This design comes from an exercise in tuning for small area on the open sky130 flow, not from production work.
RTL that was checked went through simulation tests only; none was proved equivalent to the original.
No functional check of the RTL was part of runs 1, 2 and 5.
The clock port is modelled as an ideal driver; clocking choices that lean on that would not hold on a real chip.
Power figures rest on the tool's default switching activity, not on a simulated workload.

File: flow/flow/run.sh
#!/bin/bash
# The standard layout, with two changes:
#  - synthesis maps with ABC's area-oriented script flow/area.abc (the rest of
#    the standard flow's synthesis script is unchanged, so the registers are the same);
#  - port buffers are sky130_fd_sc_hd__buf_1 cells.
set -euo pipefail
HERE=$PWD
{
  echo "proc abc {args} {"
  echo "  set i [lsearch -exact \$args -script]"
  echo "  if {\$i >= 0} { lset args [expr {\$i + 1}] $HERE/flow/area.abc }"
  echo "  yosys abc {*}\$args"
  echo "}"
  cat synth_recipe.tcl
} > my_synth.tcl
sed "s#SYNTH_SCRIPT=[^ ]*#SYNTH_SCRIPT=$HERE/my_synth.tcl#" standard.sh > my_standard.sh
export BUFFER_PORTS_ARGS="-buffer_cell sky130_fd_sc_hd__buf_1"
if [[ -f flow/cts_args.txt ]]; then export CTS_ARGS="$(cat flow/cts_args.txt)"; fi
bash my_standard.sh > flow.log 2>&1
File: flow/flow/area.abc
strash
dch -f
map -a
topo
stime -c
File: flow/flow/cts_args.txt
-sink_clustering_enable -repair_clock_nets -buf_list {sky130_fd_sc_hd__clkbuf_4 sky130_fd_sc_hd__clkbuf_8} -dont_use_dummy_load
File: flow/standard.sh
#!/bin/bash
# synth_recipe.tcl (not shown) runs the flow's synth.tcl, then flattens the netlist and writes it again
# the make line also repeats each setting of config.mk as NAME=value (left out here)
make -C /OpenROAD-flow-scripts/flow DESIGN_CONFIG=/design/flow/config.mk WORK_HOME=/design/flow/orfs CLKGATE_MAP_FILE= SYNTH_SCRIPT=/design/flow/synth_recipe.tcl "${@:-finish}"
File: flow/config.mk
export PLATFORM = sky130hd
export DESIGN_NAME = dmx_core
export DESIGN_NICKNAME = dmx_core
export VERILOG_FILES = /design/flow/design.v
export SDC_FILE = /design/flow/constraint.sdc
export NUM_CORES = 4
export LEC_CHECK = 0
export CAP_MARGIN = 20
export CORE_MARGIN = 2
export CORE_UTILIZATION = 40
export GPL_TIMING_DRIVEN = 0
export SLEW_MARGIN = 20
File: flow/constraint.sdc
create_clock -name core_clock -period 8.0 [get_ports {clk}]
set_input_delay 1.6000 -clock core_clock [delete_from_list [all_inputs] [get_ports {clk}]]
set_output_delay 1.6000 -clock core_clock [all_outputs]
set_load 0.01 [all_outputs]
File: flow/design.v
module alarm_dueby #(
    parameter W = 16
) (
    input  wire [W-1:0] c,
    input  wire [W-1:0] target,
    output wire         due
);
    wire [W-1:0] cy;
    assign cy[0] = 1'b1;
    genvar i;
    generate
        for (i = 0; i < W - 1; i = i + 1) begin : g_chain
            assign cy[i+1] = (c[i] & ~target[i]) | (cy[i] & (c[i] | ~target[i]));
        end
    endgenerate
    assign due = ~(c[W-1] ^ ~target[W-1] ^ cy[W-1]);
endmodule
module alarm_timer (
    input  wire        clk,
    input  wire        rst,
    input  wire [23:0] tc,
    input  wire [2:0]  t_op,
    input  wire [23:0] t_arg,
    output wire        t_due
);
    reg  [23:0] tsched;
    wire op_set = (t_op == 3'd1);
    wire [23:0] base = op_set ? tc : tsched;
    wire [23:0] g = base & t_arg;
    wire [23:0] p = base ^ t_arg;
    wire [23:0] sum;
    wire [24:0] cy;
    assign cy[0] = 1'b0;
    genvar i;
    generate
        for (i = 0; i < 24; i = i + 2) begin : g_add
            assign cy[i+1] = g[i] | (p[i] & cy[i]);
            assign cy[i+2] = (g[i+1] | (p[i+1] & g[i])) | (p[i+1] & p[i] & cy[i]);
            assign sum[i]   = p[i] ^ cy[i];
            assign sum[i+1] = p[i+1] ^ cy[i+1];
        end
    endgenerate
    wire due;
    alarm_dueby #(.W(24)) u_cmp (.c(tc), .target(sum), .due(due));
    wire due_op = (t_op == 3'd3) | (t_op == 3'd4) | (t_op == 3'd5);
    assign t_due = due_op & due & ~rst;
    always @(posedge clk) begin
        if (rst)
            tsched <= 24'd0;
        else if (op_set || (t_op == 3'd5 && due))
            tsched <= sum;
        else if (t_op == 3'd2 || (t_op == 3'd4 && due))
            tsched <= tc;
    end
endmodule
module dmx_frame_decoder (
    input  wire        clk,
    input  wire        rst,
    input  wire        init,
    input  wire        in_valid,
    output wire        in_ready,
    input  wire [7:0]  in_data,
    input  wire [15:0] c,
    output reg         sink_cfg_valid,
    output wire [9:0]  sink_cfg_count,
    output reg         sink_wr_valid,
    output reg  [8:0]  sink_wr_index,
    output reg  [7:0]  sink_wr_data,
    output reg         ok_pulse,
    output reg         err_pulse,
    output wire [7:0]  err_tag,
    output reg         ok_indicator
);
    localparam [2:0] ST_START = 3'd0;
    localparam [2:0] ST_CMD   = 3'd1;
    localparam [2:0] ST_LOW   = 3'd2;
    localparam [2:0] ST_HIGH  = 3'd3;
    localparam [2:0] ST_DATA  = 3'd4;
    reg [2:0]  state;
    reg [9:0]  active;
    reg        wfirst;
    wire [9:0] idx = {wfirst, sink_wr_index};
    wire [7:0] last_byte = sink_wr_data;
    reg [15:0] deadline;   
    reg        tag4, tag1;    
    wire rst_any = rst | init;
    assign in_ready = ~rst_any;
    wire accept = in_valid & ~rst_any;
    wire [7:0] ch = in_data;
    assign sink_cfg_count = active;
    assign err_tag = {~err_pulse, ~tag4 | tag1, tag4 & ~tag1, tag4,
                      ~(tag4 | tag1), ~(tag4 | tag1 | ~err_pulse), tag1, ~tag4};
    wire idle_due;
    alarm_dueby #(.W(16)) u_idle (.c(c), .target(deadline), .due(idle_due));
    wire [15:0] c_dl;
    wire [16:3] ic;
    assign c_dl[2:0] = c[2:0];
    assign ic[3] = 1'b0;
    genvar k;
    generate
        for (k = 3; k < 16; k = k + 1) begin : g_dl
            if (k == 3 || k == 6 || k == 7) begin : g_one
                assign c_dl[k] = ~(c[k] ^ ic[k]);
                assign ic[k+1] = c[k] | ic[k];
            end else begin : g_zero
                assign c_dl[k] = c[k] ^ ic[k];
                assign ic[k+1] = c[k] & ic[k];
            end
        end
    endgenerate
    wire is_start = (state == ST_START);
    wire m_start  = (ch == 8'h7E);
    wire resync   = ~is_start & m_start & idle_due;
    wire d_zero = (ch == 8'd0) & (last_byte == 8'd0);
    wire d_over = (ch[7:2] != 6'd0) | (ch[1] & (ch[0] | (last_byte != 8'd0)));
    wire [9:0] d = {ch[1:0], last_byte};
    wire [9:0] windex;
    wire [10:0] wc;
    assign wc[0] = 1'b1;
    generate
        for (k = 0; k < 10; k = k + 1) begin : g_inc
            assign windex[k] = idx[k] ^ wc[k];
            assign wc[k+1]   = idx[k] & wc[k];
        end
    endgenerate
    wire more = (windex != active);
    reg [2:0] n_state;
    reg       err, e4, e1, ok, wr, cfg, set_active, start_data;
    always @(*) begin
        n_state    = state;
        err        = 1'b0;
        e4         = 1'b0;
        e1         = 1'b0;
        ok         = 1'b0;
        wr         = 1'b0;
        cfg        = 1'b0;
        set_active = 1'b0;
        start_data = 1'b0;
        if (is_start | resync) begin
            if (m_start) begin
                n_state = ST_CMD;
                if (resync) begin
                    err = 1'b1; e4 = 1'b1; e1 = 1'b1;
                end
            end else begin
                err = 1'b1;
            end
        end else begin
            case (state)
                ST_CMD: begin
                    if (ch == 8'h06) n_state = ST_LOW;
                    else             err = 1'b1;
                end
                ST_LOW: n_state = ST_HIGH;
                ST_HIGH: begin
                    if (d_zero) begin
                        err = 1'b1; e4 = 1'b1;
                    end else if (d_over) begin
                        err = 1'b1; e1 = 1'b1;
                    end else begin
                        n_state    = ST_DATA;
                        start_data = 1'b1;
                        if (d != active) begin
                            set_active = 1'b1;
                            cfg        = 1'b1;
                        end
                    end
                end
                default: begin
                    if (more) begin
                        wr = 1'b1;
                    end else if (ch == 8'hE7) begin
                        ok      = 1'b1;
                        n_state = ST_START;
                    end else begin
                        err = 1'b1;
                    end
                end
            endcase
        end
    end
    always @(posedge clk) begin
        if (accept) begin
            sink_wr_data <= ch;
            tag4      <= e4;
            tag1      <= e1;
        end
        if (accept & start_data)
            {wfirst, sink_wr_index} <= 10'h3FF;
        else if (accept & wr)
            {wfirst, sink_wr_index} <= windex;
        if (rst_any | accept)
            deadline <= c_dl;
    end
    always @(posedge clk) begin
        if (rst_any) begin
            state          <= ST_START;
            active         <= 10'd0;
            ok_indicator   <= 1'b0;
            sink_cfg_valid <= 1'b1;
            sink_wr_valid  <= 1'b0;
            ok_pulse       <= 1'b0;
            err_pulse      <= 1'b0;
        end else if (accept) begin
            state          <= err & ~resync ? ST_START : n_state;
            if (err)
                active <= 10'd0;
            else if (set_active)
                active <= d;
            if (err)
                ok_indicator <= 1'b0;
            else if (ok)
                ok_indicator <= 1'b1;
            sink_cfg_valid <= err | cfg;
            sink_wr_valid  <= wr;
            ok_pulse       <= ok;
            err_pulse      <= err;
        end else begin
            sink_cfg_valid <= 1'b0;
            sink_wr_valid  <= 1'b0;
            ok_pulse       <= 1'b0;
            err_pulse      <= 1'b0;
        end
    end
endmodule
module dmx_core (
    input  wire        clk,
    input  wire        rst,
    input  wire [31:0] now,
    input  wire        init,
    input  wire        in_valid,
    output wire        in_ready,
    input  wire [7:0]  in_data,
    output wire        sink_cfg_valid,
    output wire [9:0]  sink_cfg_count,
    output wire        sink_wr_valid,
    output wire [8:0]  sink_wr_index,
    output wire [7:0]  sink_wr_data,
    output wire        ok_pulse,
    output wire        err_pulse,
    output wire [7:0]  err_tag,
    output wire        ok_indicator,
    input  wire [2:0]  t_op,
    input  wire [23:0] t_arg,
    output wire        t_due
);
    dmx_frame_decoder u_dec (
        .clk            (clk),
        .rst            (rst),
        .init           (init),
        .in_valid       (in_valid),
        .in_ready       (in_ready),
        .in_data        (in_data),
        .c              (now[15:0]),
        .sink_cfg_valid (sink_cfg_valid),
        .sink_cfg_count (sink_cfg_count),
        .sink_wr_valid  (sink_wr_valid),
        .sink_wr_index  (sink_wr_index),
        .sink_wr_data   (sink_wr_data),
        .ok_pulse       (ok_pulse),
        .err_pulse      (err_pulse),
        .err_tag        (err_tag),
        .ok_indicator   (ok_indicator)
    );
    alarm_timer u_timer (
        .clk   (clk),
        .rst   (rst),
        .tc    (now[31:8]),
        .t_op  (t_op),
        .t_arg (t_arg),
        .t_due (t_due)
    );
endmodule
==> impl_metrics.env, run 1 <==
export IMPL_status="finished with violations"
export IMPL_so_faults="negative setup slack"
export IMPL_layout_setup_ws_ns=-0.0465
export IMPL_synth_yosys_seq_area_share_pct=36.2
export IMPL_reg2reg_to="u_timer.tsched[18]$_SDFFE_PP0P_"
export IMPL_cts_made_buffers=9
export IMPL_power_density_mw_per_mm2=209
export IMPL_layout_cells_non_filler=927
export IMPL_cts_buffer_depth=2
export IMPL_fmax_ghz=0.124
export IMPL_drc=0
export IMPL_min_period_ns=8.05
export IMPL_ir_drop_v=0.0000931
export IMPL_layout_nets=884
export IMPL_yosys_area_top_type_share_pct=20.7
export IMPL_syn_mean_instance_area_um2=8.05
export IMPL_p_leak_nw=2.37
export IMPL_nFillCells=1196
export IMPL_n_antenna_cell=0
export IMPL_p_int_mw=0.804
export IMPL_power_frac_clock_pct=17.8
export IMPL_switching_share_pct=37.3
export IMPL_core_mm2=0.0122
export IMPL_rows=40
export IMPL_initial_core_util_pct=41.4
export IMPL_synth_edf_count=26
export IMPL_synth_top_family_by_area="compound AO/OA/AOI/OAI gates"
export IMPL_crit_type="input port to output pin"
export IMPL_grt_usage_pct=19.7
export IMPL_drive_above_1_share_pct=8.17
export IMPL_htree_levels=3
export IMPL_p_seq_share_pct=37.7
export IMPL_die_area_mm2=0.0135
export IMPL_routed_wl_um=12900
export IMPL_whs_ns=0.483
export IMPL_p_sw_mw=0.478
export IMPL_die_w_um=116
export IMPL_synth_fa_ha_area_share_pct=14.9
export IMPL_fin_worst_skew_ns=0.0201
export IMPL_combPwrFrac_pct=44.5
export IMPL_ios=113
export IMPL_hp_class="register to register"
export IMPL_cts_sinks=78
export IMPL_clock_latency_ns=0.35
export IMPL_tightestPinTransition_ns=1.10
export IMPL_ctsHoldBuffers=0
export IMPL_rsz0062_at_grt="true"
export IMPL_synth_xor_xnor_area_share_pct=4.87
export IMPL_slowest_stage="fa_1"
export IMPL_dpl_cell_count=907
export IMPL_ys_warn_count=2
export IMPL_clkTransAtPathRegs_ns=0.06
export IMPL_grt_max_degree=38
export IMPL_synth_area_mm2=0.00503
export IMPL_drtPass1Iterations=5
export IMPL_reg2reg_depth=34
export IMPL_synth_compound_area_share_pct=20.9
export IMPL_post_route_cell_area_mm2=0.00614
export IMPL_port_buffers=112
export IMPL_grt_pass1_vias=4528
export IMPL_mappedNetlistNets=748
export IMPL_syn2layout_area_growth_pct=22.0
export IMPL_routedWlPerCell_um=14.0
export IMPL_startpoint="t_op[0]"
export IMPL_finalHoldViolCount=0
export IMPL_path_max_fanout=6
export IMPL_slew_violations=0
export IMPL_initialDrtViolationCount=276
export IMPL_yosys_area_top_type="dfxtp_1"
export IMPL_setup_viol=1
export IMPL_mostFrequentLayoutCell="buf_1"
export IMPL_muxShareOfSynthArea_pct=0.199
export IMPL_synth_flop_cell="dfxtp_1"
export IMPL_place_gp_congestion=0.805
export IMPL_ant_nets=0
export IMPL_timing_final_crit_share_pct=101
export IMPL_cap_violations=0
export IMPL_synth_cell_type_count=32
export IMPL_cp_arrival_ns=6.45
export IMPL_hpwlAfterDp_um=9760
export IMPL_synth_seq_cells=78
export IMPL_r2r_slack_ns=1.64
export IMPL_via_per_inst=5.18
export IMPL_critical_path_endpoint="t_due"
export IMPL_fp_dieH_um=116
export IMPL_async_flop_share_pct=0
export IMPL_required_ns=6.40
export IMPL_root_buffer="clkbuf_8"
export IMPL_synth_simple_gate_area_share_pct=15.4
export IMPL_cp_end_kind="output pin"
export IMPL_vias=4805
export IMPL_cts_tree="built"
export IMPL_fin_total_pwr_mw=1.28
export IMPL_startpoint_type="input port"
export IMPL_slew_headroom_pct=26.3
export IMPL_max_stage_delay_ns=0.38
export IMPL_synthCells=625
export IMPL_grt_pass1_wl_um=21100
export IMPL_r2r_start="u_timer.tsched[0]$_SDFFE_PP0P_"
export IMPL_synth_area_leaders="dfxtp_1, edfxtp_1, ha_1, a21oi_1, clkinv_1"
export IMPL_final_cell_mix="buf_1, clkinv_1, a21oi_1, nor2_1, nand2_1"
export IMPL_antenna_found_initial=0
export IMPL_place_area_mm2=0.00576
export IMPL_gr_total_overflow=0
[layout make-up]
class                   count  area (um^2)  share of cell area, %
inverters                  97          405                   6.60
well taps                 168          210                   3.42
multi-input cells         448         2950                   48.1
plain buffers               2         15.0                  0.244
clock buffers               9          124                   2.02
flip-flops and latches     78         1820                   29.7
repair buffers            125          613                   9.98
[timing repair]
item                                    CTS  global route
gates cloned                              2             0
endpoints found under the setup margin   25            25
pin swaps                                 3             8
buffers inserted                          8             2
gates resized for setup                  19            20
[sequential cells by signal, indices dropped and copies added (netlist names)]
register and flops:
u_dec.deadline 16, u_dec.wfirst 1, u_dec.ok_indicator 1, u_dec.sink_wr_index 9
u_dec.ok_pulse 1, u_dec.sink_cfg_valid 1, u_dec.tag1 1, u_timer.tsched 24
u_dec.sink_wr_data 8, u_dec.tag4 1, u_dec.sink_wr_valid 1, u_dec.active 10
u_dec.state 3, u_dec.err_pulse 1
[metrics by stage]
| stage | utilization (%) | setup WS [ns] | TNS (ns) |
|---|---|---|---|
| 5_1_grt | 50.5 | -0.437 | -4.84 |
| 3_5_place_dp | 47.4 | -1.35 | -31.39 |
| 3_3_place_gp | 47.1 | -1.96 | -46.66 |
| 2_1_floorplan | - | -0.135 | -0.135 |
| 4_1_cts | 49.8 | -0.200 | -0.200 |
| 6_report | 50.5 | -0.0465 | -0.0465 |
[how the worst min path moves through the flow]
stage,from,to,slack (ns),cells past startpoint
floorplan,u_dec.state[0]$_SDFFE_PN0P_,u_dec.state[0]$_SDFFE_PN0P_,0.46,2
global placement,u_dec.sink_wr_index[5]$_SDFFE_PP1P_,u_dec.sink_wr_index[5]$_SDFFE_PP1P_,0.47,2
detailed placement,u_dec.sink_wr_index[8]$_SDFFE_PP1P_,u_dec.sink_wr_index[8]$_SDFFE_PP1P_,0.47,2
CTS,u_dec.sink_wr_index[8]$_SDFFE_PP1P_,u_dec.sink_wr_index[8]$_SDFFE_PP1P_,0.48,2
global route,u_dec.sink_wr_index[8]$_SDFFE_PP1P_,u_dec.sink_wr_index[8]$_SDFFE_PP1P_,0.50,2
finish,u_dec.sink_wr_index[8]$_SDFFE_PP1P_,u_dec.sink_wr_index[8]$_SDFFE_PP1P_,0.48,2
[routing by layer]
| layer | wire length (um) | vias up | global-route usage, % |
|---|---|---|---|
| met1 | 5740 | 2225 | 25.7 |
| met5 | 0 | - | 0 |
| met2 | 6400 | 114 | 33.3 |
| met4 | 215 | 0 | 6.27 |
| li1 | - | 2450 | - |
| met3 | 583 | 16 | 3.74 |
[kinds of logic after synthesis]
logic type      Yosys count
mux                       1
flops                    78
buf+inv                  99
simple gates            183
fa+ha+maj                53
compound gates          183
xor+xnor                 28
[worst max-delay path, delay by kind of cell]
kind / cells / cell delay, ns
buffers and inverters: 8 / 0.85
adder cells (fa/ha/maj): 3 / 0.90
XOR/XNOR: 2 / 0.44
AND/OR/NAND/NOR: 6 / 0.66
AO/OA/AOI/OAI: 13 / 1.99
[Yosys cell counts, types with 2 or more instances]
cell type,n
clkinv_1,97
a21oi_1,76
nor2_1,74
nand2_1,63
dfxtp_1,52
o21ai_0,50
ha_1,40
edfxtp_1,26
nand3_1,19
o22ai_1,16
xor2_1,16
a22oi_1,12
fa_1,12
xnor2_1,12
nor4_1,9
a31oi_1,8
nor3_1,7
nand4_1,5
o221ai_1,5
a21o_2,4
a221oi_1,4
o32ai_1,4
or2_2,3
buf_4,2
o211ai_1,2
[power groups by stage]
stage	clock network (mW)	registers (mW)	logic, mW
5_1_grt	0.257	0.488	0.647
3_3_place_gp	0	0.489	0.486
2_1_floorplan	0	0.487	0.381
3_5_place_dp	0	0.491	0.503
4_1_cts	0.240	0.483	0.540
6_report	0.228	0.483	0.570
==> inputs of run 2 (changes only) <==
==> flow/flow/area.abc (replaced) <==
strash
dch -f
map -a
strash
dch -f
map -a
strash
dch -f
map -a
strash
dch -f
map -a
topo
stime -c
==> flow/flow/cts_args.txt (replaced) <==
-sink_clustering_enable -repair_clock_nets -buf_list {sky130_fd_sc_hd__clkbuf_16} -sink_clustering_size 100 -sink_clustering_max_diameter 500 -dont_use_dummy_load
==> run 2 against run 1 <==
  * The run now finishes clean
  * Critical path type unchanged
  * Sequential share of layout area rose by 0.64 points
  * Critical endpoint unchanged
  * Clock power rose by about 50%
  * Design area fell by 2.1%
  * Die area fell by 3.4%
  * Sequential power rose by 3%
  * Largest cell class unchanged
==> impl_metrics.env, run 2 <==
export IMPL_finalHoldViolCount=0
export IMPL_initial_core_util_pct=40.8
export IMPL_dpl_cell_count=811
export IMPL_yosys_area_top_type="dfxtp_1"
export IMPL_synth_top_cells_by_count="clkinv_1, dfxtp_1, nor2_1"
export IMPL_drc=0
export IMPL_clock_latency_ns=0.34
export IMPL_slew_violations=0
export IMPL_setup_viol=0
export IMPL_n_antenna_cell=0
export IMPL_grt_usage_pct=20.1
export IMPL_crit_type="input port to output pin"
export IMPL_hpwlAfterDp_um=9370
export IMPL_post_route_cell_area_mm2=0.00601
export IMPL_routed_wl_um=12900
export IMPL_synth_flop_cell="dfxtp_1"
export IMPL_synth_yosys_seq_area_share_pct=37.5
export IMPL_place_area_mm2=0.00547
export IMPL_die_area_mm2=0.0130
export IMPL_routedWlPerCell_um=15.5
export IMPL_min_path_cells=2
export IMPL_hp_class="register to register"
export IMPL_grt_max_degree=27
export IMPL_r2r_start="u_timer.tsched[0]$_SDFFE_PP0P_"
export IMPL_rsz0062_at_grt="true"
export IMPL_drive_above_1_share_pct=12.1
export IMPL_drtPass1Iterations=5
export IMPL_ctsHoldBuffers=0
export IMPL_fmax_ghz=0.127
export IMPL_grtUsageMet1_pct=23.1
export IMPL_via_per_inst=5.59
export IMPL_synth_area_leaders="dfxtp_1, edfxtp_1, ha_1, clkinv_1, o22ai_1"
export IMPL_gr_total_overflow=0
export IMPL_cap_violations=0
export IMPL_cts_sinks=78
export IMPL_cts_tree="built"
export IMPL_fin_total_pwr_mw=1.57
export IMPL_layout_cells_non_filler=831
export IMPL_regMostFlops="u_timer.tsched"
export IMPL_grt_busiest_layer="met2"
export IMPL_holdPathEnd="u_timer.tsched[7]$_SDFFE_PP0P_"
export IMPL_cp_arrival_ns=6.28
export IMPL_cts_made_buffers=9
export IMPL_cts_buffer_depth=2
export IMPL_required_ns=6.40
export IMPL_port_buffers=112
export IMPL_min_period_ns=7.88
export IMPL_synth_seq_cells=78
export IMPL_reg2reg_depth=30
export IMPL_cp_end_kind="output pin"
export IMPL_synth_edf_count=26
export IMPL_met3_usage_pct=5.98
export IMPL_p_leak_nw=2.28
export IMPL_final_cell_mix="buf_1, clkinv_1, dfxtp_1"
export IMPL_tightestPinTransition_ns=0.990
export IMPL_ys_warn_count=2
export IMPL_nFillCells=1181
export IMPL_fp_dieH_um=114
export IMPL_syn_mean_instance_area_um2=8.79
export IMPL_timing_final_crit_share_pct=98.4
export IMPL_antenna_found_initial=0
export IMPL_largest_reg_flops=24
export IMPL_fin_worst_skew_ns=0.0103
export IMPL_core_mm2=0.0119
export IMPL_layout_nets=809
export IMPL_grtUsageMet2_pct=36.4
export IMPL_async_flop_share_pct=0
export IMPL_synthCells=552
export IMPL_synth_area_mm2=0.00485
export IMPL_die_w_um=114
export IMPL_rows=40
export IMPL_ir_drop_v=0.000129
export IMPL_slew_headroom_pct=33.8
export IMPL_power_density_mw_per_mm2=261
export IMPL_path_max_fanout=5
export IMPL_ant_nets=0
export IMPL_synth_cell_type_count=32
export IMPL_tns_ns=0
export IMPL_initialDrtViolationCount=332
export IMPL_mappedNetlistNets=675
export IMPL_mostFrequentLayoutCell="buf_1"
export IMPL_r2r_slack_ns=2.20
export IMPL_vias=4645
export IMPL_reg2reg_to="u_timer.tsched[8]$_SDFFE_PP0P_"
export IMPL_clkTransAtPathRegs_ns=0.05
export IMPL_htree_levels=3
export IMPL_syn2layout_area_growth_pct=23.8
export IMPL_root_buffer="clkbuf_16"
export IMPL_startpoint_type="input port"
export IMPL_yosys_area_top_type_share_pct=21.4
export IMPL_grt_pass1_wl_um=20800
export IMPL_grt_pass1_vias=4550
export IMPL_min_from="u_timer.tsched[7]$_SDFFE_PP0P_"
export IMPL_status="complete, no violations"
export IMPL_place_gp_congestion=0.896
export IMPL_ios=113
export IMPL_yosysMostFrequentCell="clkinv_1"
export IMPL_largestRegisters="u_timer.tsched (24), u_dec.deadline (16), u_dec.active (10)"
run 2: power by group:
group / leakage, nW / switching, mW / internal (mW)
logic: 1.48 / 0.411 / 0.322
clock network: 0.111 / 0.143 / 0.197
registers: 0.685 / 0.0306 / 0.467
total: 2.28 / 0.585 / 0.986
run 2: cell families (layout without fill, tap and decap cells):
family | count (synthesis) | count (layout) | synth area share [%]
muxes | 10 | 10 | 2.29
and+or+nand+nor | 137 | 138 | 11.8
xor gates and xnor gates | 26 | 26 | 4.69
DFF | 78 | 78 | 37.5
adders and majority gates | 52 | 52 | 15.3
buffers and inverters | 80 | 211 | 6.34
AOI/OAI and AO/OA | 169 | 169 | 22.1
run 2: layer usage:
layer	share of wire (%)	wire length, um
met1	41	5290
met2	52	6660
met3	6.3	809
met4	1.1	148
met5	0	0
run 2: how the worst max path moves through the flow:
| stage | from | endpoint | slack [ns] | cells past startpoint |
|---|---|---|---|---|
| floorplan | t_op[2] | t_due | 0.1 | 25 |
| global placement | t_op[1] | u_timer.tsched[3]$_SDFFE_PP0P_ | -2.01 | 32 |
| detailed placement | t_op[1] | u_timer.tsched[3]$_SDFFE_PP0P_ | -2.04 | 33 |
| CTS | t_op[1] | t_due | 0.03 | 27 |
| global route | t_op[2] | t_due | -0.09 | 29 |
| finish | t_op[2] | t_due | 0.12 | 27 |
run 2: area by class of cell:
class	count	area (um^2)	share of cell area, %
plain buffers	2	15.0	0.250
clock buffers	9	225	3.75
inverters	78	300	4.99
multi-input cells	395	2940	48.9
flip-flops and latches	78	1820	30.3
well taps	147	184	3.06
repair buffers	122	524	8.72
run 2: repair_timing:
| action | 4_1_cts | 5_1_grt |
|---|---|---|
| setup buffers | 7 | 3 |
| gates cloned | 1 | 0 |
| pin swaps | 6 | 12 |
| setup endpoints to repair | 25 | 25 |
| gates resized for setup | 22 | 43 |
run 2: worst max-delay path: stages:
cell,delay (ns)
buf_6,0.10
or2_4,0.27
nor2_4,0.26
a21oi_2,0.10
ha_2,0.18
fa_2,0.35
a21o_2,0.25
a21oi_4,0.20
o21ai_4,0.09
fa_2,0.47
a22oi_2,0.22
o21ai_2,0.08
o221ai_2,0.07
o221ai_1,0.14
nand2_1,0.09
o221ai_2,0.10
a221oi_2,0.23
nor2_1,0.07
o21ai_1,0.15
o221ai_2,0.12
a221oi_2,0.23
o21bai_1,0.10
a21oi_1,0.13
a21oi_1,0.06
xor2_1,0.20
a2111oi_2,0.22
buf_2,0.19
run 2: per-stage QoR:
stage	setup slack (ns)	hold slack (ns)	util [%]
floorplan	0.0981	0.432	-
CTS	0.0345	0.463	48.9
detailed placement	-2.04	0.455	46.0
global route	-0.0922	0.495	50.5
finish	0.124	0.464	50.5
global placement	-2.01	0.445	45.9
==> inputs of run 3 (changes only) <==
--- a/flow/design.v
+++ b/flow/design.v
@@ -72,9 +72,11 @@
     output reg         ok_indicator
 );
-    localparam [2:0] ST_START = 3'd0;
-    localparam [2:0] ST_CMD   = 3'd1;
-    localparam [2:0] ST_LOW   = 3'd2;
-    localparam [2:0] ST_HIGH  = 3'd3;
-    localparam [2:0] ST_DATA  = 3'd4;
+    localparam [2:0] ST_START_M = 3'b100;
+    localparam [2:0] ST_START_C = 3'b101;
+    localparam [2:0] ST_START_0 = 3'b110;
+    localparam [2:0] ST_CMD     = 3'b111;
+    localparam [2:0] ST_LOW     = 3'b000;
+    localparam [2:0] ST_HIGH    = 3'b001;
+    localparam [2:0] ST_DATA    = 3'b010;
     reg [2:0]  state;
     reg [9:0]  active;
@@ -83,5 +85,4 @@
     wire [7:0] last_byte = sink_wr_data;
     reg [15:0] deadline;   
-    reg        tag4, tag1;    
     wire rst_any = rst | init;
     assign in_ready = ~rst_any;
@@ -89,6 +90,8 @@
     wire [7:0] ch = in_data;
     assign sink_cfg_count = active;
-    assign err_tag = {~err_pulse, ~tag4 | tag1, tag4 & ~tag1, tag4,
-                      ~(tag4 | tag1), ~(tag4 | tag1 | ~err_pulse), tag1, ~tag4};
+    assign err_tag = {~err_pulse, ~state[1] | state[0], state[1] & ~state[0],
+                      state[1] & err_pulse, ~(state[1] | state[0]),
+                      ~(state[1] | state[0] | ~err_pulse), state[0] & err_pulse,
+                      ~state[1]};
     wire idle_due;
     alarm_dueby #(.W(16)) u_idle (.c(c), .target(deadline), .due(idle_due));
@@ -109,5 +112,5 @@
         end
     endgenerate
-    wire is_start = (state == ST_START);
+    wire is_start = state[2] & ~(state[1] & state[0]);
     wire m_start  = (ch == 8'h7E);
     wire resync   = ~is_start & m_start & idle_due;
@@ -126,10 +129,8 @@
     wire more = (windex != active);
     reg [2:0] n_state;
-    reg       err, e4, e1, ok, wr, cfg, set_active, start_data;
+    reg       err, ok, wr, cfg, set_active, start_data;
     always @(*) begin
         n_state    = state;
         err        = 1'b0;
-        e4         = 1'b0;
-        e1         = 1'b0;
         ok         = 1'b0;
         wr         = 1'b0;
@@ -140,22 +141,27 @@
             if (m_start) begin
                 n_state = ST_CMD;
-                if (resync) begin
-                    err = 1'b1; e4 = 1'b1; e1 = 1'b1;
-                end
+                err     = resync;
             end else begin
-                err = 1'b1;
+                err     = 1'b1;
+                n_state = ST_START_M;
             end
         end else begin
             case (state)
                 ST_CMD: begin
-                    if (ch == 8'h06) n_state = ST_LOW;
-                    else             err = 1'b1;
+                    if (ch == 8'h06) begin
+                        n_state = ST_LOW;
+                    end else begin
+                        err     = 1'b1;
+                        n_state = ST_START_M;
+                    end
                 end
                 ST_LOW: n_state = ST_HIGH;
                 ST_HIGH: begin
                     if (d_zero) begin
-                        err = 1'b1; e4 = 1'b1;
+                        err     = 1'b1;
+                        n_state = ST_START_0;
                     end else if (d_over) begin
-                        err = 1'b1; e1 = 1'b1;
+                        err     = 1'b1;
+                        n_state = ST_START_C;
                     end else begin
                         n_state    = ST_DATA;
@@ -172,7 +178,8 @@
                     end else if (ch == 8'hE7) begin
                         ok      = 1'b1;
-                        n_state = ST_START;
+                        n_state = ST_START_M;
                     end else begin
-                        err = 1'b1;
+                        err     = 1'b1;
+                        n_state = ST_START_M;
                     end
                 end
@@ -181,9 +188,6 @@
     end
     always @(posedge clk) begin
-        if (accept) begin
+        if (accept)
             sink_wr_data <= ch;
-            tag4      <= e4;
-            tag1      <= e1;
-        end
         if (accept & start_data)
             {wfirst, sink_wr_index} <= 10'h3FF;
@@ -195,5 +199,5 @@
     always @(posedge clk) begin
         if (rst_any) begin
-            state          <= ST_START;
+            state          <= ST_START_M;
             active         <= 10'd0;
             ok_indicator   <= 1'b0;
@@ -203,5 +207,5 @@
             err_pulse      <= 1'b0;
         end else if (accept) begin
-            state          <= err & ~resync ? ST_START : n_state;
+            state          <= n_state;
             if (err)
                 active <= 10'd0;
==> flow/flow/cts_args.txt (replaced) <==
-sink_clustering_enable -repair_clock_nets -buf_list {sky130_fd_sc_hd__clkbuf_8} -sink_clustering_size 40 -sink_clustering_max_diameter 300 -dont_use_dummy_load
==> run 3 against run 2 <==
  * The layout now fails its checks (negative setup slack)
  * Via count shrank 2.3%
  * Highest routed layer unchanged
  * Power shrank 13%
  * Non-clock buffer count grew 3
  * Flip-flop and latch count shrank 2
  * Critical path type unchanged
  * Wire length shrank 2.7%
  * Worst hold slack lost 0.0048 ns
  * First-iteration DRC count shrank 28%
  * Clock power shrank 32%
  * Synthesized cell count grew 2.2%
  * Synthesized area shrank 0.54%
==> impl_metrics.env, run 3 <==
export IMPL_crit_type="input port to output pin"
export IMPL_antenna_found_initial=0
export IMPL_rsz0062_at_grt="true"
export IMPL_startpoint_type="input port"
export IMPL_drc=0
export IMPL_so_faults="negative setup slack"
export IMPL_synth_seq_cells=76
export IMPL_status="finished with violations"
export IMPL_root_buffer="clkbuf_8"
export IMPL_required_ns=6.40
export IMPL_synthCells=564
export IMPL_synth_cell_type_count=33
export IMPL_core_mm2=0.0119
export IMPL_syn2layout_area_growth_pct=22.5
export IMPL_synth_area_mm2=0.00483
export IMPL_regMostFlops="u_timer.tsched"
export IMPL_synth_flop_cell="dfxtp_1"
export IMPL_critical_path_endpoint="t_due"
export IMPL_path_max_fanout=5
export IMPL_synth_yosys_seq_area_share_pct=36.5
export IMPL_timing_final_crit_share_pct=102
export IMPL_hpwlAfterDp_um=9380
export IMPL_grt_usage_pct=19.9
export IMPL_layout_setup_ws_ns=-0.162
export IMPL_slowest_stage="fa_2"
export IMPL_setup_viol=1
export IMPL_largestRegisters="u_timer.tsched (24), u_dec.deadline (16), u_dec.active (10)"
export IMPL_startpoint="t_op[2]"
export IMPL_ant_nets=0
export IMPL_tightestPinTransition_ns=0.985
export IMPL_ctsHoldBuffers=0
export IMPL_die_w_um=114
export IMPL_fmax_ghz=0.123
export IMPL_p_leak_nw=2.22
export IMPL_post_route_cell_area_mm2=0.00592
export IMPL_drive_above_1_share_pct=12.0
export IMPL_min_period_ns=8.16
export IMPL_htree_levels=3
export IMPL_whs_ns=0.459
export IMPL_place_area_mm2=0.00546
export IMPL_vias=4540
export IMPL_initial_core_util_pct=40.5
export IMPL_mappedNetlistNets=687
export IMPL_fp_dieH_um=114
export IMPL_crit_buf_inv=3
export IMPL_routedWlPerCell_um=14.8
export IMPL_reg2reg_to="u_timer.tsched[21]$_SDFFE_PP0P_"
export IMPL_n_antenna_cell=0
export IMPL_finalHoldViolCount=0
export IMPL_reg2reg_depth=33
export IMPL_ys_warn_count=2
export IMPL_initialDrtViolationCount=238
export IMPL_place_gp_congestion=0.882
export IMPL_largest_reg_flops=24
export IMPL_synth_area_leaders="dfxtp_1, edfxtp_1, ha_1, clkinv_1, fa_1"
export IMPL_hp_class="register to register"
export IMPL_power_density_mw_per_mm2=230
export IMPL_gr_total_overflow=0
export IMPL_via_per_inst=5.35
export IMPL_yosys_area_top_type="dfxtp_1"
export IMPL_drtPass1Iterations=5
export IMPL_ir_drop_v=0.000118
export IMPL_max_stage_delay_ns=0.57
export IMPL_layout_nets=827
export IMPL_slew_headroom_pct=34.1
export IMPL_mostFrequentLayoutCell="buf_1"
export IMPL_rows=40
export IMPL_clock_latency_ns=0.37
export IMPL_cp_top_family="compound AO/OA/AOI/OAI gates"
export IMPL_syn_mean_instance_area_um2=8.56
export IMPL_cp_end_kind="output pin"
export IMPL_nFillCells=1181
export IMPL_die_area_mm2=0.0130
export IMPL_slew_violations=0
export IMPL_port_buffers=112
export IMPL_yosys_area_top_type_share_pct=21.6
export IMPL_yosysMostFrequentCell="clkinv_1"
export IMPL_synth_edf_count=24
export IMPL_cap_violations=0
export IMPL_final_cell_mix="buf_1, clkinv_1, nand2_1"
export IMPL_cts_buffer_depth=2
export IMPL_grt_max_degree=23
export IMPL_grt_pass1_vias=4284
export IMPL_cp_arrival_ns=6.56
export IMPL_r2r_start="u_timer.tsched[0]$_SDFFE_PP0P_"
export IMPL_routed_wl_um=12600
export IMPL_ios=113
export IMPL_cts_sinks=76
export IMPL_async_flop_share_pct=0
export IMPL_clkTransAtPathRegs_ns=0.06
export IMPL_cts_tree="built"
export IMPL_fin_worst_skew_ns=0.0164
export IMPL_cts_made_buffers=9
export IMPL_synth_top_cells_by_count="clkinv_1, nand2_1, dfxtp_1"
export IMPL_crit_cells=28
export IMPL_grt_pass1_wl_um=20400
export IMPL_r2r_slack_ns=1.79
[run 3: changes by cell type after synthesis, sizes merged, moves of 5 or more]
cell,change
nand2,+9
a211oi,-8
o22ai,-8
nor2,-9
a221oi,+5
clkinv,+20
[run 3: logic make-up after synthesis]
group                    after synthesis  share of synthesized area (%)
AO/OA/AOI/OAI                        163                           21.8
AND/OR/NAND/NOR                      143                           12.5
buffers and inverters                 98                           7.62
flip-flops                            76                           36.5
adder cells (fa/ha/maj)               54                           15.8
XOR/XNOR                              24                           4.35
multiplexers                           6                           1.40
[run 3: what timing repair did]
item,CTS,global route
setup endpoints to repair,25,23
setup buffers,8,7
pin swaps,17,21
gates resized for setup,32,26
cloned,2,0
[run 3: routing by layer]
metal	vias to the layer above	track usage (%)	wire, um
met4	0	6.02	211
met2	117	33.2	5970
li1	2298	-	-
met1	2104	25.1	5620
met5	-	0	0
met3	21	5.95	747
[run 3: tightest hold or removal path: stages, from the launching register on]
cell and delay, ns:
dfxtp_1 0.31, nand2_1 0.06, a21oi_1 0.05
[run 3: cell type report]
cell class | count | area [um^2] | area share, %
Multi-Input combinational cell | 392 | 2910 | 49.2
Clock buffer | 9 | 124 | 2.09
Sequential cell | 76 | 1760 | 29.8
Tap cell | 147 | 184 | 3.11
Timing Repair Buffer | 127 | 558 | 9.43
Inverter | 98 | 377 | 6.36
[run 3: worst min path at each step]
stage / startpoint / endpoint / cells past startpoint
finish: u_timer.tsched[23]$_SDFFE_PP0P_ / u_timer.tsched[23]$_SDFFE_PP0P_ / 2
CTS: u_timer.tsched[23]$_SDFFE_PP0P_ / u_timer.tsched[23]$_SDFFE_PP0P_ / 2
global placement: u_timer.tsched[23]$_SDFFE_PP0P_ / u_timer.tsched[23]$_SDFFE_PP0P_ / 2
detailed placement: u_timer.tsched[23]$_SDFFE_PP0P_ / u_timer.tsched[23]$_SDFFE_PP0P_ / 2
floorplan: u_timer.tsched[23]$_SDFFE_PP0P_ / u_timer.tsched[23]$_SDFFE_PP0P_ / 2
global route: u_timer.tsched[16]$_SDFFE_PP0P_ / u_timer.tsched[16]$_SDFFE_PP0P_ / 2
[run 3: metrics by stage]
step / cells / TNS [ns] / setup WS [ns] / power [mW] / util, %
detailed placement: 823 / -44.32 / -1.99 / 1.01 / 45.8
global route: 849 / -0.507 / -0.507 / 1.47 / 49.7
floorplan: 564 / -0.223 / -0.223 / 0.881 / -
global placement: 823 / -40.51 / -1.81 / 0.993 / 45.8
CTS: 842 / -0.327 / -0.327 / 1.31 / 48.4
finish: 849 / -0.162 / -0.162 / 1.36 / 49.7
[run 3: power breakdown]
part | switching (mW) | internal (mW)
clock | 0.131 | 0.100
sequential | 0.0263 | 0.450
combinational | 0.361 | 0.293
total | 0.519 | 0.843
==> inputs of run 4 (changes only) <==
==> flow/flow/area.abc (replaced) <==
strash
&get -n
&st
&dch -f
&nf
&put
strash
&get -n
&st
&dch -f
&nf
&put
strash
&get -n
&st
&dch -f
&nf
&put
topo
stime -c
==> run 4 against run 3 <==
  * The run now finishes clean
  * Critical path depth is 2 higher
  * Wire length is 3.5% lower
  * Via count is 6.1% lower
  * Utilization is 1.0 points lower
  * Sequential power is 1% higher
  * Clock power hardly changed
  * Power is 0.11% lower
  * Flip-flop and latch count stayed put
  * Clock-buffer cell count stayed put
  * Design area is 2.1% lower
  * Global-route usage is 0.86 points lower
==> impl_metrics.env, run 4 <==
export IMPL_reg2reg_to="u_timer.tsched[21]$_SDFFE_PP0P_"
export IMPL_routedWlPerCell_um=15.7
export IMPL_slew_violations=0
export IMPL_synth_yosys_seq_area_share_pct=36.3
export IMPL_whs_ns=0.445
export IMPL_layout_nets=750
export IMPL_pre_cts_slack_ns=-1.38
export IMPL_setup_viol=0
export IMPL_layout_setup_ws_ns=0.311
export IMPL_fp_dieH_um=114
export IMPL_largest_reg_flops=24
export IMPL_via_per_inst=5.52
export IMPL_synth_cell_type_count=48
export IMPL_synth_edf_count=24
export IMPL_cts_made_buffers=9
export IMPL_final_core_util_pct=48.7
export IMPL_gr_total_overflow=0
export IMPL_synth_top_cells_by_count="dfxtp_1, a21oi_1, ha_1"
export IMPL_cp_arrival_ns=6.09
export IMPL_crit_path_frequent_cell="nand3_1"
export IMPL_grt_usage_pct=19.1
export IMPL_routed_wl_um=12100
export IMPL_syn_mean_instance_area_um2=9.83
export IMPL_grt_pass1_wl_um=19600
export IMPL_grt_max_degree=30
export IMPL_status="complete, no violations"
export IMPL_fmax_ghz=0.130
export IMPL_ctsHoldBuffers=0
export IMPL_synth_flop_cell="dfxtp_1"
export IMPL_drc=0
export IMPL_cts_buffer_depth=2
export IMPL_cap_violations=0
export IMPL_regMostFlops="u_timer.tsched"
export IMPL_cts_tree="built"
export IMPL_dpl_cell_count=755
export IMPL_final_cell_mix="buf_1, dfxtp_1, ha_1"
export IMPL_port_buffers=112
export IMPL_slew_headroom_pct=35.5
export IMPL_min_period_ns=7.69
export IMPL_r2r_start="u_timer.tsched[0]$_SDFFE_PP0P_"
export IMPL_mostFrequentLayoutCell="buf_1"
export IMPL_fin_worst_skew_ns=0.0198
export IMPL_ant_nets=0
export IMPL_clock_latency_ns=0.37
export IMPL_async_flop_share_pct=0
export IMPL_power_density_mw_per_mm2=235
export IMPL_initial_core_util_pct=40.8
export IMPL_hp_class="register to register"
export IMPL_cts_sinks=76
export IMPL_slowest_stage="fa_1"
export IMPL_antenna_found_initial=0
export IMPL_vias=4261
export IMPL_rows=40
export IMPL_synth_seq_cells=76
export IMPL_cp_end_kind="output pin"
export IMPL_ir_drop_v=0.000186
export IMPL_ios=113
export IMPL_place_gp_congestion=0.824
export IMPL_timing_final_crit_share_pct=96.1
export IMPL_core_mm2=0.0119
export IMPL_root_buffer="clkbuf_8"
export IMPL_yosys_area_top_type="dfxtp_1"
export IMPL_p_leak_nw=2.30
export IMPL_required_ns=6.40
export IMPL_n_antenna_cell=0
export IMPL_synthCells=494
export IMPL_tightestPinTransition_ns=0.963
export IMPL_r2r_slack_ns=2.19
export IMPL_die_w_um=114
export IMPL_rsz0062_at_grt="false"
export IMPL_multi_input_area_mm2=0.00309
export IMPL_layout_cells_non_filler=772
export IMPL_hpwlAfterDp_um=8880
export IMPL_htree_levels=3
export IMPL_die_area_mm2=0.0130
export IMPL_nFillCells=1214
export IMPL_drtPass1Iterations=4
export IMPL_synth_area_leaders="dfxtp_1, edfxtp_1, ha_1, xnor2_1, fa_1"
export IMPL_grt_pass1_vias=4129
export IMPL_min_path_cells=2
export IMPL_max_stage_delay_ns=0.51
export IMPL_syn2layout_area_growth_pct=19.3
export IMPL_clkTransAtPathRegs_ns=0.06
export IMPL_reg2reg_depth=30
export IMPL_holdPathEnd="u_timer.tsched[20]$_SDFFE_PP0P_"
export IMPL_startpoint="t_op[0]"
export IMPL_drive_above_1_share_pct=6.88
export IMPL_yosysMostFrequentCell="dfxtp_1"
export IMPL_crit_type="input port to output pin"
export IMPL_seqCellArea_mm2=0.00176
export IMPL_mappedNetlistNets=617
export IMPL_largestRegisters="u_timer.tsched (24), u_dec.deadline (16), u_dec.active (10)"
export IMPL_initialDrtViolationCount=218
export IMPL_finalHoldViolCount=0
export IMPL_min_from="u_timer.tsched[20]$_SDFFE_PP0P_"
export IMPL_startpoint_type="input port"
export IMPL_fin_total_pwr_mw=1.36
export IMPL_ys_warn_count=2
export IMPL_yosys_area_top_type_share_pct=21.4
export IMPL_path_max_fanout=4
export IMPL_synth_area_mm2=0.00486
==> run 4: cell types whose count changed in the layout (fill, tap and decap cells not counted), moves of 8 or more <==
cell	previous run	this run
buf_4	14	5
a22o_1	0	15
o21ai_0	20	6
nor2_1	41	23
xnor2_1	10	28
o221a_1	0	8
clkinv_1	91	37
o22ai_1	31	13
nand2b_1	0	10
nand2_1	60	32
mux2_1	0	13
mux2i_1	0	10
==> run 4: what timing repair did <==
item,4_1_cts,5_1_grt
gates resized for setup,7,18
buffers inserted,6,1
endpoints found under the setup margin,25,4
cloned,1,0
pin swaps,2,6
==> run 4: worst max-delay path by stage <==
stage               cells past startpoint                              end
floorplan                              27                            t_due
global placement                       30  u_timer.tsched[11]$_SDFFE_PP0P_
detailed placement                     29                            t_due
CTS                                    29                            t_due
global route                           30                            t_due
finish                                 30                            t_due
==> run 4: power breakdown <==
| group | internal [mW] | switching [mW] |
|---|---|---|
| sequential | 0.454 | 0.0284 |
| combinational | 0.287 | 0.358 |
| clock | 0.101 | 0.132 |
==> run 4: final cells by class <==
class / count / area share (%)
inverter: 37 / 2.40
tap: 147 / 3.17
clock buffer: 9 / 2.14
sequential: 76 / 30.4
multi-input combinational: 382 / 53.3
timing repair buffer: 121 / 8.57
==> run 4: through the flow <==
stage / area (um^2) / setup TNS, ns
detailed placement: 5520 / -19.89
floorplan: 4870 / 0
CTS: 5730 / 0
global placement: 5470 / -37.07
finish: 5800 / 0
global route: 5800 / 0
==> run 4: worst max-delay path, delay by kind of cell <==
family                     cells  cell delay [ns]
buffers and inverters          4             0.42
adders and majority gates      3             1.04
AOI/OAI and AO/OA             10             1.60
and+or+nand+nor               13             1.43
==> run 4: logic make-up after synthesis <==
family,share of synthesized area (%)
flip-flops,36.3
adder cells (fa/ha/maj),15.2
buffers and inverters,2.86
multiplexers,5.31
AND/OR/NAND/NOR,13.4
XOR/XNOR,6.85
AO/OA/AOI/OAI,20.0
==> run 4: layer usage <==
layer | vias to the layer above | wire (um) | part of all wire (%) | track usage, %
met3 | 7 | 722 | 6.0 | 4.98
met1 | 2004 | 5470 | 45 | 25.1
met5 | - | 0 | 0 | 0
met2 | 120 | 5800 | 48 | 31.0
li1 | 2130 | - | - | -
met4 | 0 | 130 | 1.1 | 5.61
==> inputs of run 5 (changes only) <==
--- a/flow/design.v
+++ b/flow/design.v
@@ -1,4 +1,5 @@
 module alarm_dueby #(
-    parameter W = 16
+    parameter W    = 16,
+    parameter FAST = 0
 ) (
     input  wire [W-1:0] c,
@@ -6,10 +7,22 @@
     output wire         due
 );
+    wire [W-1:0] g = c & ~target;
+    wire [W-1:0] p = c | ~target;
     wire [W-1:0] cy;
     assign cy[0] = 1'b1;
     genvar i;
     generate
-        for (i = 0; i < W - 1; i = i + 1) begin : g_chain
-            assign cy[i+1] = (c[i] & ~target[i]) | (cy[i] & (c[i] | ~target[i]));
+        if (FAST) begin : g_fast
+            for (i = 0; i + 2 < W; i = i + 2) begin : g_chain
+                assign cy[i+1] = g[i] | (p[i] & cy[i]);
+                assign cy[i+2] = (g[i+1] | (p[i+1] & g[i])) | (p[i+1] & p[i] & cy[i]);
+            end
+            if (W % 2 == 0) begin : g_last
+                assign cy[W-1] = g[W-2] | (p[W-2] & cy[W-2]);
+            end
+        end else begin : g_ripple
+            for (i = 0; i < W - 1; i = i + 1) begin : g_chain
+                assign cy[i+1] = g[i] | (p[i] & cy[i]);
+            end
         end
     endgenerate
@@ -42,5 +55,5 @@
     endgenerate
     wire due;
-    alarm_dueby #(.W(24)) u_cmp (.c(tc), .target(sum), .due(due));
+    alarm_dueby #(.W(24), .FAST(1)) u_cmp (.c(tc), .target(sum), .due(due));
     wire due_op = (t_op == 3'd3) | (t_op == 3'd4) | (t_op == 3'd5);
     assign t_due = due_op & due & ~rst;
==> flow/flow/area.abc (replaced) <==
strash
dch -f
map -a
strash
dch -f
map -a
strash
dch -f
map -a
strash
dch -f
map -a
topo
stime -c
==> run 5 against run 4 <==
  * Now fails the layout checks on negative setup slack
  * Sequential power barely moved
  * Sequential share of layout area down 1.7 points
  * Highest routed layer unchanged
  * Worst hold slack gained 0.012 ns
  * Flip-flop and latch count is the same
  * Critical endpoint unchanged
  * Setup slack got worse by 1.0 ns
==> impl_metrics.env, run 5 <==
export IMPL_vias=4751
export IMPL_port_buffers=112
export IMPL_antenna_found_initial=0
export IMPL_drive_above_1_share_pct=13.8
export IMPL_highest_layer="met4"
export IMPL_finalHoldViolCount=0
export IMPL_clkTransAtPathRegs_ns=0.06
export IMPL_crit_path_frequent_cell="buf_4"
export IMPL_cts_sinks=76
export IMPL_largest_reg_flops=24
export IMPL_die_area_mm2=0.0131
export IMPL_ios=113
export IMPL_ys_warn_count=2
export IMPL_synth_top_cells_by_count="clkinv_1, nand2_1, dfxtp_1"
export IMPL_gr_total_overflow=0
export IMPL_mostFrequentLayoutCell="clkinv_1"
export IMPL_layout_setup_ws_ns=-0.733
export IMPL_ant_nets=0
export IMPL_fmax_ghz=0.115
export IMPL_n_antenna_cell=0
export IMPL_initialDrtViolationCount=274
export IMPL_initial_core_util_pct=40.8
export IMPL_synth_yosys_seq_area_share_pct=36.1
export IMPL_yosysMostFrequentCell="clkinv_1"
export IMPL_async_flop_share_pct=0
export IMPL_routedWlPerCell_um=15.0
export IMPL_grt_pass1_vias=4608
export IMPL_slowest_stage="fa_1"
export IMPL_synth_area_leaders="dfxtp_1, edfxtp_1, ha_1, clkinv_1, a21oi_1"
export IMPL_so_faults="negative setup slack"
export IMPL_grt_usage_pct=20.3
export IMPL_cts_tree="built"
export IMPL_status="finished with violations"
export IMPL_cap_violations=0
export IMPL_synth_cell_type_count=33
export IMPL_drtPass1Iterations=5
export IMPL_synth_flop_cell="dfxtp_1"
export IMPL_fin_total_pwr_mw=1.45
export IMPL_path_max_fanout=4
export IMPL_power_density_mw_per_mm2=237
export IMPL_ctsHoldBuffers=0
export IMPL_met1Wirelength_um=5900
export IMPL_grt_pass1_wl_um=21300
export IMPL_mappedNetlistNets=706
export IMPL_cts_buffer_depth=2
export IMPL_slew_violations=0
export IMPL_nFillCells=1197
export IMPL_die_w_um=114
export IMPL_setup_viol=1
export IMPL_root_buffer="clkbuf_8"
export IMPL_layout_cells_non_filler=884
export IMPL_syn_mean_instance_area_um2=8.37
export IMPL_synth_edf_count=24
export IMPL_hpwlAfterDp_um=9690
export IMPL_p_leak_nw=2.29
export IMPL_tightestPinTransition_ns=0.962
export IMPL_clock_latency_ns=0.36
export IMPL_fp_dieH_um=114
export IMPL_rsz0062_at_grt="true"
export IMPL_htree_levels=3
export IMPL_cts_made_buffers=9
export IMPL_rows=40
export IMPL_final_cell_mix="clkinv_1, buf_1, nand2_1"
export IMPL_regMostFlops="u_timer.tsched"
export IMPL_grt_max_degree=23
export IMPL_synthCells=583
export IMPL_drc=0
export IMPL_route_met3_wl_um=724
export IMPL_place_gp_congestion=0.822
export IMPL_max_stage_delay_ns=0.42
export IMPL_min_period_ns=8.73
export IMPL_core_mm2=0.0120
export IMPL_synth_seq_cells=76
export IMPL_ir_drop_v=0.000101
export IMPL_fin_worst_skew_ns=0.0314
export IMPL_cp_arrival_ns=7.13
export IMPL_routed_wl_um=13200
export IMPL_startpoint_type="input port"
export IMPL_largestRegisters="u_timer.tsched (24), u_dec.deadline (16), u_dec.active (10)"
export IMPL_syn2layout_area_growth_pct=25.8
export IMPL_hp_class="register to register"
export IMPL_layout_nets=862
export IMPL_timing_final_crit_share_pct=109
export IMPL_crit_type="input port to output pin"
export IMPL_required_ns=6.40
export IMPL_synth_area_mm2=0.00488
export IMPL_wl_met2_um=6490
export IMPL_slew_headroom_pct=35.9
export IMPL_via_per_inst=5.37
export IMPL_dpl_cell_count=843
export IMPL_cp_end_kind="output pin"
export IMPL_pre_cts_slack_ns=-1.99
export IMPL_yosys_area_top_type_share_pct=21.3
export IMPL_yosys_area_top_type="dfxtp_1"
## run 5: changes by cell type in the layout (fill, tap and decap cells not counted), sizes merged, moves of 13 or more
cell | before | now
a22o | 15 | 2
buf | 117 | 143
clkinv | 37 | 113
nand2 | 33 | 62
nor2 | 23 | 45
o21ai | 8 | 24
o22ai | 13 | 34
xnor2 | 29 | 11
## run 5: repair_timing
item | 4_1_cts | 5_1_grt
gates resized for setup | 30 | 24
buffers inserted | 20 | 11
pin swaps | 25 | 33
gates cloned | 2 | 0
setup endpoints to repair | 25 | 25
## run 5: where the power goes
| part | total [mW] | leakage [nW] | switching (mW) | internal, mW |
|---|---|---|---|---|
| Sequential | 0.480 | 0.664 | 0.0285 | 0.451 |
| Combinational | 0.744 | 1.56 | 0.411 | 0.333 |
| Clock | 0.230 | 0.0647 | 0.129 | 0.101 |
| Total | 1.45 | 2.29 | 0.568 | 0.885 |
## run 5: worst paths after layout
check	from	to	slack (ns)	cells after the start
worst max-delay path	t_op[2]	t_due	-0.73	33
worst min-delay path	u_timer.tsched[18]$_SDFFE_PP0P_	u_timer.tsched[18]$_SDFFE_PP0P_	0.46	2
worst max register to register	u_timer.tsched[0]$_SDFFE_PP0P_	u_timer.tsched[5]$_SDFFE_PP0P_	1.82	36
worst min register to register	u_timer.tsched[18]$_SDFFE_PP0P_	u_timer.tsched[18]$_SDFFE_PP0P_	0.46	2
## run 5: critical path: cells and delay by family
| kind | cells | cell delay [ns] |
|---|---|---|
| AO/OA/AOI/OAI | 15 | 2.68 |
| buffers and inverters | 11 | 1.18 |
| adder cells (fa/ha/maj) | 3 | 0.94 |
| AND/OR/NAND/NOR | 3 | 0.51 |
| XOR/XNOR | 1 | 0.19 |
## run 5: cells by family after synthesis
family	count (synthesis)	share of synthesized area (%)
buffers and inverters	117	9.00
adders and majority gates	52	15.2
xor gates and xnor gates	24	4.31
AOI/OAI and AO/OA	171	22.5
and+or+nand+nor	139	12.0
muxes	4	0.923
DFF	76	36.1
## run 5: area by class of cell
| type | count | area (um^2) | share of cell area (%) |
|---|---|---|---|
| flip-flops and latches | 76 | 1760 | 28.7 |
| multi-input cells | 392 | 2910 | 47.4 |
| inverters | 117 | 465 | 7.58 |
| well taps | 147 | 184 | 3.00 |
| clock buffers | 9 | 124 | 2.02 |
| repair buffers | 143 | 694 | 11.3 |
## run 5: through the flow
| stage | util [%] | instance area (um^2) | hold slack (ns) | setup TNS, ns |
|---|---|---|---|---|
| 2_1_floorplan | - | 4950 | 0.430 | -0.817 |
| 3_3_place_gp | 46.5 | 5560 | 0.445 | -33.13 |
| 3_5_place_dp | 46.6 | 5570 | 0.450 | -35.70 |
| 4_1_cts | 49.9 | 5970 | 0.460 | -0.881 |
| 5_1_grt | 51.3 | 6140 | 0.482 | -1.67 |
| 6_report | 51.3 | 6140 | 0.457 | -0.733 |
## run 5: metal layers
layer  track usage (%)  vias to the layer above
li1                  -                     2381
met5                 0                        -
met2              35.1                      150
met4              6.02                        0
met1              26.2                     2208
met3              3.07                       12
==> inputs of run 6 (changes only) <==
--- a/flow/design.v
+++ b/flow/design.v
@@ -1,5 +1,4 @@
 module alarm_dueby #(
-    parameter W    = 16,
-    parameter FAST = 0
+    parameter W = 16
 ) (
     input  wire [W-1:0] c,
@@ -7,22 +6,10 @@
     output wire         due
 );
-    wire [W-1:0] g = c & ~target;
-    wire [W-1:0] p = c | ~target;
     wire [W-1:0] cy;
     assign cy[0] = 1'b1;
     genvar i;
     generate
-        if (FAST) begin : g_fast
-            for (i = 0; i + 2 < W; i = i + 2) begin : g_chain
-                assign cy[i+1] = g[i] | (p[i] & cy[i]);
-                assign cy[i+2] = (g[i+1] | (p[i+1] & g[i])) | (p[i+1] & p[i] & cy[i]);
-            end
-            if (W % 2 == 0) begin : g_last
-                assign cy[W-1] = g[W-2] | (p[W-2] & cy[W-2]);
-            end
-        end else begin : g_ripple
-            for (i = 0; i < W - 1; i = i + 1) begin : g_chain
-                assign cy[i+1] = g[i] | (p[i] & cy[i]);
-            end
+        for (i = 0; i < W - 1; i = i + 1) begin : g_chain
+            assign cy[i+1] = (c[i] & ~target[i]) | (cy[i] & (c[i] | ~target[i]));
         end
     endgenerate
@@ -55,5 +42,5 @@
     endgenerate
     wire due;
-    alarm_dueby #(.W(24), .FAST(1)) u_cmp (.c(tc), .target(sum), .due(due));
+    alarm_dueby #(.W(24)) u_cmp (.c(tc), .target(sum), .due(due));
     wire due_op = (t_op == 3'd3) | (t_op == 3'd4) | (t_op == 3'd5);
     assign t_due = due_op & due & ~rst;
--- a/flow/flow/run.sh
+++ b/flow/flow/run.sh
@@ -17,3 +17,4 @@
 export BUFFER_PORTS_ARGS="-buffer_cell sky130_fd_sc_hd__buf_1"
 if [[ -f flow/cts_args.txt ]]; then export CTS_ARGS="$(cat flow/cts_args.txt)"; fi
+if [[ -f flow/post_cts.tcl ]]; then export POST_CTS_TCL="$HERE/flow/post_cts.tcl"; fi
 bash my_standard.sh > flow.log 2>&1
==> flow/flow/area.abc (replaced) <==
strash
&get -n
&st
&dch -f
&nf
&put
strash
&get -n
&st
&dch -f
&nf
&put
strash
&get -n
&st
&dch -f
&nf
&put
topo
stime -c
==> flow/flow/cts_args.txt (replaced) <==
-sink_clustering_enable -repair_clock_nets -buf_list {sky130_fd_sc_hd__clkbuf_4} -dont_use_dummy_load
==> flow/flow/post_cts.tcl (new file) <==
set n_up 0
foreach inst [get_cells *] {
  if {[get_property $inst ref_name] ne "sky130_fd_sc_hd__clkbuf_4"} { continue }
  set out [get_pins -of_objects $inst -filter "direction == output"]
  set loads [get_pins -of_objects [get_nets -of_objects $out] -filter "direction == input"]
  if {[llength $loads] >= 11} {
    replace_cell $inst sky130_fd_sc_hd__clkbuf_8
    incr n_up
  }
}
puts "post_cts: upsized $n_up clock buffers"
if {$n_up > 0} {
  detailed_placement
  check_placement -verbose
}
==> run 6 against run 5 <==
  * Now clean on timing, DRC and antenna
  * Cell count decreased by 13%
  * Via count is 10% lower
  * Largest power group unchanged
  * Critical path type unchanged
  * Sequential share of layout area up 1.9 points
==> impl_metrics.env, run 6 <==
export IMPL_status="complete, no violations"
export IMPL_port_buffers=112
export IMPL_cp_top_family="compound AO/OA/AOI/OAI gates"
export IMPL_clock_latency_ns=0.46
export IMPL_fmax_ghz=0.130
export IMPL_syn_mean_instance_area_um2=9.83
export IMPL_rows=40
export IMPL_async_flop_share_pct=0
export IMPL_cts_sinks=76
export IMPL_slowest_stage="fa_1"
export IMPL_synth_area_mm2=0.00486
export IMPL_required_ns=6.40
export IMPL_slew_violations=0
export IMPL_place_gp_congestion=0.824
export IMPL_synth_cell_type_count=48
export IMPL_largestRegisters="u_timer.tsched (24), u_dec.deadline (16), u_dec.active (10)"
export IMPL_ys_warn_count=2
export IMPL_drive_above_1_share_pct=6.88
export IMPL_mostFrequentLayoutCell="buf_1"
export IMPL_finalHoldViolCount=0
export IMPL_timing_final_crit_share_pct=96.0
export IMPL_cp_end_kind="output pin"
export IMPL_initial_core_util_pct=40.8
export IMPL_slew_headroom_pct=35.2
export IMPL_yosys_area_top_type="dfxtp_1"
export IMPL_grt_pass1_vias=4113
export IMPL_fin_total_pwr_mw=1.32
export IMPL_ant_nets=0
export IMPL_routedWlPerCell_um=15.8
export IMPL_cp_arrival_ns=6.08
export IMPL_initialDrtViolationCount=206
export IMPL_crit_type="input port to output pin"
export IMPL_clkTransAtPathRegs_ns=0.09
export IMPL_cap_violations=0
export IMPL_via_per_inst=5.51
export IMPL_die_w_um=114
export IMPL_nFillCells=1223
export IMPL_synth_top_cells_by_count="dfxtp_1, a21oi_1, ha_1"
export IMPL_max_stage_delay_ns=0.51
export IMPL_mappedNetlistNets=617
export IMPL_grt_usage_pct=19.1
export IMPL_min_period_ns=7.68
export IMPL_power_density_mw_per_mm2=229
export IMPL_drc=0
export IMPL_path_max_fanout=4
export IMPL_die_area_mm2=0.0130
export IMPL_ios=113
export IMPL_synth_area_leaders="dfxtp_1, edfxtp_1, ha_1, xnor2_1, fa_1"
export IMPL_synth_seq_cells=76
export IMPL_fin_worst_skew_ns=0.0412
export IMPL_core_mm2=0.0119
export IMPL_final_cell_mix="buf_1, dfxtp_1, ha_1"
export IMPL_synth_edf_count=24
export IMPL_antenna_found_initial=0
export IMPL_crit_path_frequent_cell="nand3_1"
export IMPL_yosysMostFrequentCell="dfxtp_1"
export IMPL_syn2layout_area_growth_pct=18.4
export IMPL_p_leak_nw=2.28
export IMPL_tightestPinTransition_ns=0.967
export IMPL_cts_tree="built"
export IMPL_setup_viol=0
export IMPL_grt_max_degree=30
export IMPL_synth_yosys_seq_area_share_pct=36.3
export IMPL_startpoint_type="input port"
export IMPL_crit_buf_inv=4
export IMPL_synthCells=494
export IMPL_grt_pass1_wl_um=19600
export IMPL_synth_flop_cell="dfxtp_1"
export IMPL_regMostFlops="u_timer.tsched"
export IMPL_rsz0062_at_grt="false"
export IMPL_yosys_area_top_type_share_pct=21.4
export IMPL_hp_class="register to register"
export IMPL_drtPass1Iterations=4
export IMPL_ir_drop_v=0.000168
export IMPL_largest_reg_flops=24
export IMPL_hpwlAfterDp_um=8880
export IMPL_layout_nets=750
export IMPL_final_core_util_pct=48.3
export IMPL_vias=4254
export IMPL_n_antenna_cell=0
export IMPL_fp_dieH_um=114
export IMPL_routed_wl_um=12200
export IMPL_gr_total_overflow=0
run 6: final cells by class:
class	instances	area [um^2]	share of cell area, %
flip-flops and latches	76	1760	30.6
multi-input cells	382	3090	53.7
well taps	147	184	3.20
inverters	37	139	2.41
clock buffers	9	80.1	1.39
repair buffers	121	497	8.64
run 6: metrics by stage:
step	setup WS (ns)	cells	hold slack [ns]	TNS, ns	cell area (um^2)
floorplan	0.0993	494	0.417	0	4870
global route	0.00186	772	0.474	0	5750
detailed placement	-1.38	755	0.440	-19.89	5520
finish	0.320	772	0.452	0	5750
global placement	-2.05	753	0.436	-37.07	5470
run 6: path summary, 6_finish.rpt:
check	start	to	slack [ns]	cells after the start
worst max-delay path	t_op[0]	t_due	0.32	30
worst min-delay path	u_timer.tsched[20]$_SDFFE_PP0P_	u_timer.tsched[20]$_SDFFE_PP0P_	0.45	2
worst max register to register	u_timer.tsched[0]$_SDFFE_PP0P_	u_timer.tsched[21]$_SDFFE_PP0P_	2.17	30
worst min register to register	u_timer.tsched[20]$_SDFFE_PP0P_	u_timer.tsched[20]$_SDFFE_PP0P_	0.45	2
run 6: cell families after synthesis:
family          count (synthesis)  share of synthesized area [%]
compound gates                138                           20.0
xor+xnor                       38                           6.85
mux                            24                           5.31
simple gates                  129                           13.4
flops                          76                           36.3
fa+ha+maj                      52                           15.2
buf+inv                        37                           2.86
run 6: power by group:
group          internal [mW]  switching (mW)  total, mW
Combinational          0.287           0.360      0.648
Clock                 0.0627           0.127      0.189
Sequential             0.454          0.0286      0.483
run 6: metal layers:
metal,vias up,global-route usage [%],share of wire (%)
met5,-,0,0
met4,0,4.63,0.62
met3,6,5.51,5.4
met2,114,31.0,48
met1,2001,25.1,46
li1,2133,-,-
run 6: worst reg2reg max path: cells and delay by family, from the launching register on:
family,cells,cell delay [ns]
buffers and inverters,3,0.33
AO/OA/AOI/OAI,12,2.57
flip-flops,1,0.32
AND/OR/NAND/NOR,12,1.51
adder cells (fa/ha/maj),3,0.99

==> port drivers added, routing unchanged <==
Ports are ideal in the flow. The routed layouts listed here were re-timed in OpenROAD.
Step 1 sets driving cells, clkbuf_16 on the clock port and buf_2 on the other inputs (assumed; they add their load-dependent delay and slew).
Step 2 also shifts input and output timing later by t, the mid clock arrival at the registers, as if the neighbouring blocks saw the same clock.
Slacks: no drivers / after step 1 / after step 2; pairs: no drivers / after step 1.
run | t (ns) | slack for setup (ns) | worst slew at a driven data input, ns
run 1 | 0.378 | -0.047 / -0.111 / -0.156 | 0.06
run 2 | 0.373 | 0.124 / 0.092 / 0.092 | 0.06
run 3 | 0.393 | -0.162 / -0.197 / -0.197 | 0.06
run 4 | 0.391 | 0.311 / 0.288 / 0.288 | 0.05
run 5 | 0.377 | -0.733 / -0.766 / -0.766 | 0.05
run 6 | 0.473 | 0.320 / 0.296 / 0.296 | 0.05
The setup slack of run 1, which loses most, moves by -0.064 ns with the drivers and by -0.109 ns with both steps.
